What follows belongs to an exercise in optimizing a design on an open flow for small area, a short achievable clock period and few clock cycles per item; a production flow would make more cautious choices.
Where RTL was checked, it was by simulation tests only, not by an equivalence proof against the original.
No activity file was given, so power comes from the tool's default toggle rates. The clock port is modelled as an ideal driver; clocking choices that lean on that would not hold on a real chip.

==> flow/design.v <==
module mesi_engine (
    input  wire        clk,
    input  wire        rst,             
    input  wire        req_valid,
    output wire        req_ready,
    input  wire [1:0]  req_core,
    input  wire        req_write,       
    input  wire [31:0] req_addr,
    output reg         rsp_valid,
    output reg         rsp_hit,
    output reg  [1:0]  rsp_state,       
    output reg         rsp_evict,       
    output reg         rsp_writeback,   
    output reg  [31:0] rsp_victim_addr, 
    output reg         rsp_upgrade,     
    output reg         rsp_provided,    
    output reg  [1:0]  rsp_source,      
    output reg         rsp_snoop_wb,    
    output reg  [1:0]  rsp_inval,       
    output reg  [7:0]  rsp_stall        
);
    localparam TAG_W = 26;
    localparam [1:0] ST_I = 2'b00, ST_S = 2'b01, ST_E = 2'b10, ST_M = 2'b11;
    assign req_ready = 1'b1;
    reg [TAG_W-1:0] tag_q   [0:63];
    reg [1:0]       state_q [0:63];
    reg [5:0]       lru_q   [0:15];
    reg             v1;
    reg [1:0]       c1;
    reg             w1;
    reg [TAG_W-1:0] t1;
    reg [1:0]       s1;
    always @(posedge clk) begin
        v1 <= !rst && req_valid;
        c1 <= req_core;
        w1 <= req_write;
        t1 <= req_addr[31:6];
        s1 <= req_addr[5:4];
    end
    reg             v2;
    reg [1:0]       c2;
    reg             w2;
    reg [TAG_W-1:0] t2;
    reg [1:0]       s2;
    reg [15:0]      m2;         
    reg [TAG_W-1:0] own2 [0:3]; 
    reg             ss2;        
    reg             st2;        
    reg [TAG_W-1:0] lt [0:15];
    integer i;
    always @* begin
        for (i = 0; i < 16; i = i + 1)
            lt[i] = tag_q[{i[3:2], s1, i[1:0]}];
    end
    always @(posedge clk) begin
        v2  <= !rst && v1;
        c2  <= c1;
        w2  <= w1;
        t2  <= t1;
        s2  <= s1;
        for (i = 0; i < 16; i = i + 1)
            m2[i] <= (lt[i] == t1);
        for (i = 0; i < 4; i = i + 1)
            own2[i] <= lt[{c1, i[1:0]}];
        ss2 <= (s1 == s2);
        st2 <= (t1 == t2);
    end
    reg        lw_v;
    reg [1:0]  lw_c;
    reg [1:0]  lw_w;
    reg [1:0]  st   [0:15];    
    reg [15:0] vm;             
    reg [1:0]  pst  [0:3];     
    reg        hit;
    reg [1:0]  hit_way;
    reg [1:0]  hit_state;
    reg        found_inv;
    reg [1:0]  victim;
    reg [1:0]  victim_state;
    reg [5:0]  lru;
    reg        provided;
    reg [1:0]  source;
    reg        snoop_wb;
    reg [1:0]  copies;
    reg [1:0]  new_state;
    reg [1:0]  touch_way;
    reg [7:0]  stall;
    reg        upgrade;
    reg [1:0]  nst  [0:15];    
    reg [5:0]  nlru;
    integer c, w;
    always @* begin
        for (i = 0; i < 16; i = i + 1) begin
            st[i] = state_q[{i[3:2], s2, i[1:0]}];
            vm[i] = (st[i] != ST_I) &&
                    ((lw_v && ss2 && lw_c == i[3:2] && lw_w == i[1:0]) ? st2 : m2[i]);
        end
        for (c = 0; c < 4; c = c + 1) begin
            pst[c] = ST_I;
            for (w = 0; w < 4; w = w + 1)
                if (vm[c*4+w])
                    pst[c] = pst[c] | st[c*4+w];
        end
        hit       = 1'b0;
        hit_way   = 2'd0;
        for (w = 0; w < 4; w = w + 1)
            if (vm[{c2, w[1:0]}]) begin
                hit     = 1'b1;
                hit_way = hit_way | w[1:0];
            end
        hit_state = pst[c2];
        lru = lru_q[{c2, s2}];
        found_inv = 1'b0;
        victim    = 2'd0;
        for (w = 3; w >= 0; w = w - 1)
            if (st[{c2, w[1:0]}] == ST_I) begin
                found_inv = 1'b1;
                victim    = w[1:0];
            end
        if (!found_inv) begin
            if (!lru[0] && !lru[1] && !lru[2])     victim = 2'd0;
            else if (lru[0] && !lru[3] && !lru[4]) victim = 2'd1;
            else if (lru[1] && lru[3] && !lru[5])  victim = 2'd2;
            else                                   victim = 2'd3;
        end
        victim_state = st[{c2, victim}];
        provided = 1'b0;
        source   = 2'd0;
        snoop_wb = 1'b0;
        copies   = 2'd0;
        if (!hit) begin
            for (c = 0; c < 4; c = c + 1) begin
                if (c != c2 && pst[c] != ST_I) begin
                    copies = copies + 2'd1;
                    if (pst[c] == ST_M)
                        snoop_wb = 1'b1;
                    if (!provided && (!w2 || pst[c] == ST_M)) begin
                        provided = 1'b1;
                        source   = c[1:0];
                    end
                end
            end
        end
        upgrade = hit && w2 && hit_state == ST_S;
        if (hit) begin
            new_state = w2 ? ST_M : hit_state;
            touch_way = hit_way;
            stall     = 8'd0;
        end else begin
            new_state = w2 ? ST_M : (provided ? ST_S : ST_E);
            touch_way = victim;
            stall     = (victim_state == ST_M ? 8'd100 : 8'd0) +
                        (provided ? 8'd8 : 8'd100);
        end
        for (i = 0; i < 16; i = i + 1) begin
            nst[i] = st[i];
            if (i[3:2] == c2) begin
                if (i[1:0] == touch_way)
                    nst[i] = new_state;
            end else if (vm[i]) begin
                if (!hit)
                    nst[i] = w2 ? ST_I : ST_S;    
                else if (upgrade)
                    nst[i] = ST_I;                
            end
        end
        nlru = lru;
        case (touch_way)
            2'd0: begin nlru[0] = 1'b1; nlru[1] = 1'b1; nlru[2] = 1'b1; end
            2'd1: begin nlru[0] = 1'b0; nlru[3] = 1'b1; nlru[4] = 1'b1; end
            2'd2: begin nlru[1] = 1'b0; nlru[3] = 1'b0; nlru[5] = 1'b1; end
            default: begin nlru[2] = 1'b0; nlru[4] = 1'b0; nlru[5] = 1'b0; end
        endcase
    end
    integer l;
    always @(posedge clk) begin
        if (rst) begin
            for (l = 0; l < 64; l = l + 1)
                state_q[l] <= ST_I;
        end else if (v2) begin
            for (i = 0; i < 16; i = i + 1)
                state_q[{i[3:2], s2, i[1:0]}] <= nst[i];
        end
        if (v2) begin
            lru_q[{c2, s2}] <= nlru;
            if (!hit)
                tag_q[{c2, s2, victim}] <= t2;
        end
        lw_v <= v2 && !hit;
        lw_c <= c2;
        lw_w <= victim;
        rsp_valid       <= !rst && v2;
        rsp_hit         <= hit;
        rsp_state       <= new_state;
        rsp_evict       <= !hit && victim_state != ST_I;
        rsp_writeback   <= !hit && victim_state == ST_M;
        rsp_victim_addr <= {own2[victim], s2, 4'b0000};
        rsp_upgrade     <= upgrade;
        rsp_provided    <= provided;
        rsp_source      <= source;
        rsp_snoop_wb    <= snoop_wb;
        rsp_inval       <= hit ? {1'b0, upgrade} : (w2 ? copies : 2'd0);
        rsp_stall       <= stall;
    end
endmodule
Settings: LEC_CHECK=0, CAP_MARGIN=20, CORE_MARGIN=2, CORE_UTILIZATION=40, SLEW_MARGIN=20; clock period 12.0 ns.
standard.sh (not shown) runs the stock make flow with config.mk's settings and CLKGATE_MAP_FILE= SYNTH_SCRIPT=/design/flow/synth_recipe.tcl, a recipe that flattens the netlist after the stock synthesis.
==> flow/flow/run.sh <==
#!/bin/bash
# Standard synthesis, then the standard layout steps with a tighter setup
# target for the resizer's timing repair (the SDC is unchanged).
set -euo pipefail
bash standard.sh synth > synth.log 2>&1
bash standard.sh SETUP_SLACK_MARGIN=8.5 finish > layout.log 2>&1
Testbench counts at the start, summed over its fixed seeds: cycles 32,024, items 32,000.
Edit:
==> flow/run.sh (new file) <==
#!/bin/bash
# synth_recipe.tcl (not shown) runs the flow's synth.tcl, then flattens the netlist and writes it again
# the make line also repeats each setting of config.mk as NAME=value (left out here)
make -C /OpenROAD-flow-scripts/flow DESIGN_CONFIG=/design/flow/config.mk WORK_HOME=/design/flow/orfs CLKGATE_MAP_FILE= SYNTH_SCRIPT=/design/flow/synth_recipe.tcl finish
removed: flow/flow/run.sh
removed: flow/standard.sh
Power shrinks by 4.3%.
Setup slack degrades by 2.7 ns.
Wire length shrinks by 18%.

========
== JK ==
Another version of the RTL of mesi_engine (not shown whole).
Size: ~92 I/O pins.
clock: 12.0 ns
lec_check: 0
cap_margin: 20
core_margin: 2
core_utilization: 60
slew_margin: 20
==> flow/flow/run.sh <==
#!/bin/bash
# Standard synthesis, then the standard layout steps with a tighter setup
# target for the resizer's timing repair (the SDC is unchanged) and larger
# clock-tree sink clusters without dummy loads.
set -euo pipefail
bash standard.sh synth > synth.log 2>&1
bash standard.sh SETUP_SLACK_MARGIN=8.3 \
  "CTS_ARGS=-sink_clustering_enable -repair_clock_nets -dont_use_dummy_load -sink_clustering_size 30 -sink_clustering_max_diameter 80" \
  finish > layout.log 2>&1
Input-level comparison between MS and JK:
==> flow/flow/run.sh <==
#!/bin/bash
# Standard synthesis, then the standard layout steps with a tighter setup
# target for the resizer's timing repair (the SDC is unchanged) and larger
# clock-tree sink clusters without dummy loads.
set -euo pipefail
bash standard.sh synth > synth.log 2>&1
bash standard.sh SETUP_SLACK_MARGIN=8.5 \
  "CTS_ARGS=-sink_clustering_enable -repair_clock_nets -dont_use_dummy_load -sink_clustering_size 30 -sink_clustering_max_diameter 80" \
  finish > layout.log 2>&1
## What came out
Of JK and MS, the run reporting the lower total of fill cells in the finished design was MS.
For global-route total usage across every layer, MS and JK come out practically identical.
Of the two values seen for end of the critical path, tag_q[569] was produced by JK and rsp_victim_addr[27] by MS.
Comparing JK and MS, the lower critical path depth was measured on MS.
Cmp JK and MS / global-route wire length before repair / lower: JK
From MS to JK, number of sinks on the clock net did not move at all.
On combinational-cell power consumption, MS tracks JK almost exactly.
Diff JK and MS: post-route worst setup slack lower in JK
~same final-layout worst hold slack in JK and MS
JK and MS ended up with roughly the same combinational fraction of design power.
Min share of the core filled with cells in the final layout across JK and MS: JK
Power in the clock group: JK vs MS, no meaningful difference
No run of this note included a check of the RTL's function; only the layout flow was run.

========
== run 1 ==
mesi_engine, a different RTL version from the one above (not shown whole).
For scale: about 2200 flip-flops, roughly 92 I/O pins, about 87000 µm² of cells after synthesis.
Settings: LEC_CHECK=0, CAP_MARGIN=20, CORE_MARGIN=2, CORE_UTILIZATION=60, SLEW_MARGIN=20; clock period 12.0 ns.
==> flow/flow/run.sh <==
#!/bin/bash
# Standard synthesis, then the standard layout steps with a tighter setup
# target for the resizer's timing repair (the SDC is unchanged) and larger
# clock-tree sink clusters without dummy loads.
set -euo pipefail
bash standard.sh synth > synth.log 2>&1
bash standard.sh SETUP_SLACK_MARGIN=8.5 \
  "CTS_ARGS=-sink_clustering_enable -repair_clock_nets -dont_use_dummy_load -sink_clustering_size 30 -sink_clustering_max_diameter 100" \
  finish > layout.log 2>&1
Testbench counts of run 1, summed over its fixed seeds: cycles 32,024, items 32,000.
Relative to run 1, the following input files were edited for run 2:
diff --git a/flow/flow/run.sh b/flow/flow/run.sh
--- a/flow/flow/run.sh
+++ b/flow/flow/run.sh
@@ -8 +8 @@
-  "CTS_ARGS=-sink_clustering_enable -repair_clock_nets -dont_use_dummy_load -sink_clustering_size 30 -sink_clustering_max_diameter 100" \
+  "CTS_ARGS=-sink_clustering_enable -repair_clock_nets -dont_use_dummy_load -sink_clustering_size 30 -sink_clustering_max_diameter 80" \
--- outcome ---
Run 2 vs run 1: wire length of the first global-routing pass down
The peak supply drop in run 2 is 1.15 times that in run 1.
Higher met2 routed wirelength was reported by run 2, not run 1.
The sequential share of layout area of run 2 falls short of that of run 1 by 0.35 points.
On run 2: met1 capacity usage during global routing is 0.32 points lower than what run 1 gave.
Post-route minimum period up 0.0091 ns in run 2 wrt run 1
[compare] base=run 1 new=run 2: final area +0.53%, arrival time at the worst endpoint did not really move, non-clock buffer share of cell area held.
Total power (run 2 vs. run 1) increases slightly
Relative to run 1, number of ordinary inverters in the final layout has gone down in run 2.
#### Input delta (run 3 over run 2)
diff --git a/flow/flow/run.sh b/flow/flow/run.sh
--- a/flow/flow/run.sh
+++ b/flow/flow/run.sh
@@ -8 +8 @@
-  "CTS_ARGS=-sink_clustering_enable -repair_clock_nets -dont_use_dummy_load -sink_clustering_size 30 -sink_clustering_max_diameter 80" \
+  "CTS_ARGS=-sink_clustering_enable -repair_clock_nets -dont_use_dummy_load -sink_clustering_size 30 -sink_clustering_max_diameter 200" \
### Flow results
- Run 3 reached the end of the flow, and the finished layout is clean on the timing, design-rule and antenna checks.
- Reported for run 2 and run 3, number of standard cells after synthesis turned out identical to the last digit.
- The worst hold slack of run 2 and that of run 3 are within noise of each other.
- Run 3: number of DRC markers after the initial detailed-route iteration is 0.73% higher than what run 2 reported.
- Between run 3 and run 2, it is run 3 whose first-pass GRT wire length is higher, by 2.5 mm.
- Measured against run 3, the total CTS buffers of run 2 comes out at 1.18 times the reference value.
- Between run 2 and run 3, the difference in final cell count is negligible.
- Going from run 2 to run 3, final standard cell area without fillers shrinks by 0.50%.
diff inputs: run 3 => run 4
==> flow/flow/run.sh <==
#!/bin/bash
# Standard synthesis; standard placement; then each output port's
# flip-flop is moved next to its port buffer and the placement legalized;
# then the standard steps from clock-tree synthesis on. The resizer's
# timing repair aims at a tighter setup target (the SDC is unchanged) and
# the clock tree uses larger sink clusters without dummy loads.
set -euo pipefail
KNOBS=(SETUP_SLACK_MARGIN=8.5
  "CTS_ARGS=-sink_clustering_enable -repair_clock_nets -dont_use_dummy_load -sink_clustering_size 25 -sink_clustering_max_diameter 150")
bash standard.sh synth > synth.log 2>&1
bash standard.sh "${KNOBS[@]}" place > place.log 2>&1
PLACE_ODB=orfs/results/$FLOW_PLATFORM/mesi_engine/base/3_place.odb \
  openroad -no_init -exit flow/pull_outputs.tcl > pull_outputs.log 2>&1
bash standard.sh "${KNOBS[@]}" finish > layout.log 2>&1
==> flow/flow/pull_outputs.tcl (new file) <==
# Move each flip-flop that drives an output port's buffer next to that
# buffer, then legalize the placement. Reads and rewrites 3_place.odb.
set odb $::env(PLACE_ODB)
read_db $odb
set block [ord::get_db_block]
set moved 0
foreach bterm [$block getBTerms] {
  if {[$bterm getIoType] != "OUTPUT"} { continue }
  set net [$bterm getNet]
  if {$net == "NULL"} { continue }
  set drv [$net getFirstOutput]
  if {$drv == "NULL"} { continue }
  set buf [$drv getInst]
  set innet "NULL"
  foreach it [$buf getITerms] {
    if {[$it isInputSignal]} { set innet [$it getNet] }
  }
  if {$innet == "NULL"} { continue }
  set src [$innet getFirstOutput]
  if {$src == "NULL"} { continue }
  set ff [$src getInst]
  if {![string match "*df*" [[$ff getMaster] getName]]} { continue }
  # only flops whose output feeds nothing but this buffer
  if {[llength [$innet getITerms]] != 2} { continue }
  set loc [$buf getLocation]
  $ff setLocation [lindex $loc 0] [lindex $loc 1]
  incr moved
}
puts "moved $moved output flip-flops"
detailed_placement
check_placement
write_db $odb
## What came out
- Run 4 | stages: all done | timing, DRC, antenna: all pass
- Run 3: PASS, flow complete, no timing, DRC or antenna violations
- Going from run 3 to run 4, critical path arrival moved down, total internal power rose 1.9%, ratio of final minimum period to clock period shows a reduction of 0.31 points, sequential share of layout area decreased by 0.23 points relative to the old numbers.
- Re area of all placed cells without fillers: run 4 and run 3 aren't equal, and the higher value belongs to run 4.
- Core utilization: run 4 and run 3 compared, higher one is run 4
Edits applied to the flow inputs when going from run 4 to run 5:
diff --git a/flow/flow/run.sh b/flow/flow/run.sh
--- a/flow/flow/run.sh
+++ b/flow/flow/run.sh
@@ -9 +9 @@
-  "CTS_ARGS=-sink_clustering_enable -repair_clock_nets -dont_use_dummy_load -sink_clustering_size 25 -sink_clustering_max_diameter 150")
+  "CTS_ARGS=-sink_clustering_enable -repair_clock_nets -dont_use_dummy_load -sink_clustering_size 30 -sink_clustering_max_diameter 150")
### Flow results
On design area, run 5 and run 4 are basically level.
The register-to-register slack reported for run 5 is smaller than that of run 4 by 0.02 ns.
Comparing the two runs side by side, run 5 comes out ahead of run 4 on post-layout total power.
Diff run 5..run 4 | mean area per synthesized cell | unchanged
Of run 5 and run 4, the higher number of iterations in the first detailed-routing pass belongs to run 5.
In the metrics for run 5 and run 4, the one carrying the lower actual transition at the worst max-transition pin is run 5.
Run 5 against run 4: share of total power in combinational logic saw an increase; routed length on met3 saw a decrease; areal power density over the cells decreased by 2.0 nW/µm² relative to the old numbers.

==> port drivers added, routing unchanged <==
In the flow no input, the clock included, has a driving cell. The finished layouts below were timed again as built, in two steps.
Step 1, drivers: a clkbuf_16 drives clk and a buf_2 each remaining input, both assumed.
Step 2 also shifts input and output timing later by t, the mid clock arrival at the registers, as if the neighbouring blocks saw the same clock.
Three values: no drivers, after step 1, after step 2; two values: the first two.
run	shift t [ns]	slack for setup (ns)	worst setup path at the end	pins driven straight from the clock port
the first run of note 1	0.933	7.857 / 7.857 / 7.434	input to register	1
the second run of note 1	0.890	5.204 / 5.204 / 5.204	register to register	1
JK	0.799	8.225 / 8.225 / 7.768	input to register	1
MS	0.809	8.316 / 8.232 / 7.914	input to register	1
run 1	0.799	8.335 / 8.251 / 7.923	input to register	1
run 2	0.806	8.326 / 8.242 / 7.742	input to register	1
run 3	0.810	8.366 / 8.279 / 7.769	input to register	1
run 4	0.816	8.403 / 8.316 / 7.724	input to register	1
run 5	0.816	8.390 / 8.306 / 7.890	input to register	1
After both steps setup and hold are still met in every run listed. For run 4, which loses most, drivers alone change the setup slack by -0.087 ns; drivers and shift together by -0.679 ns.
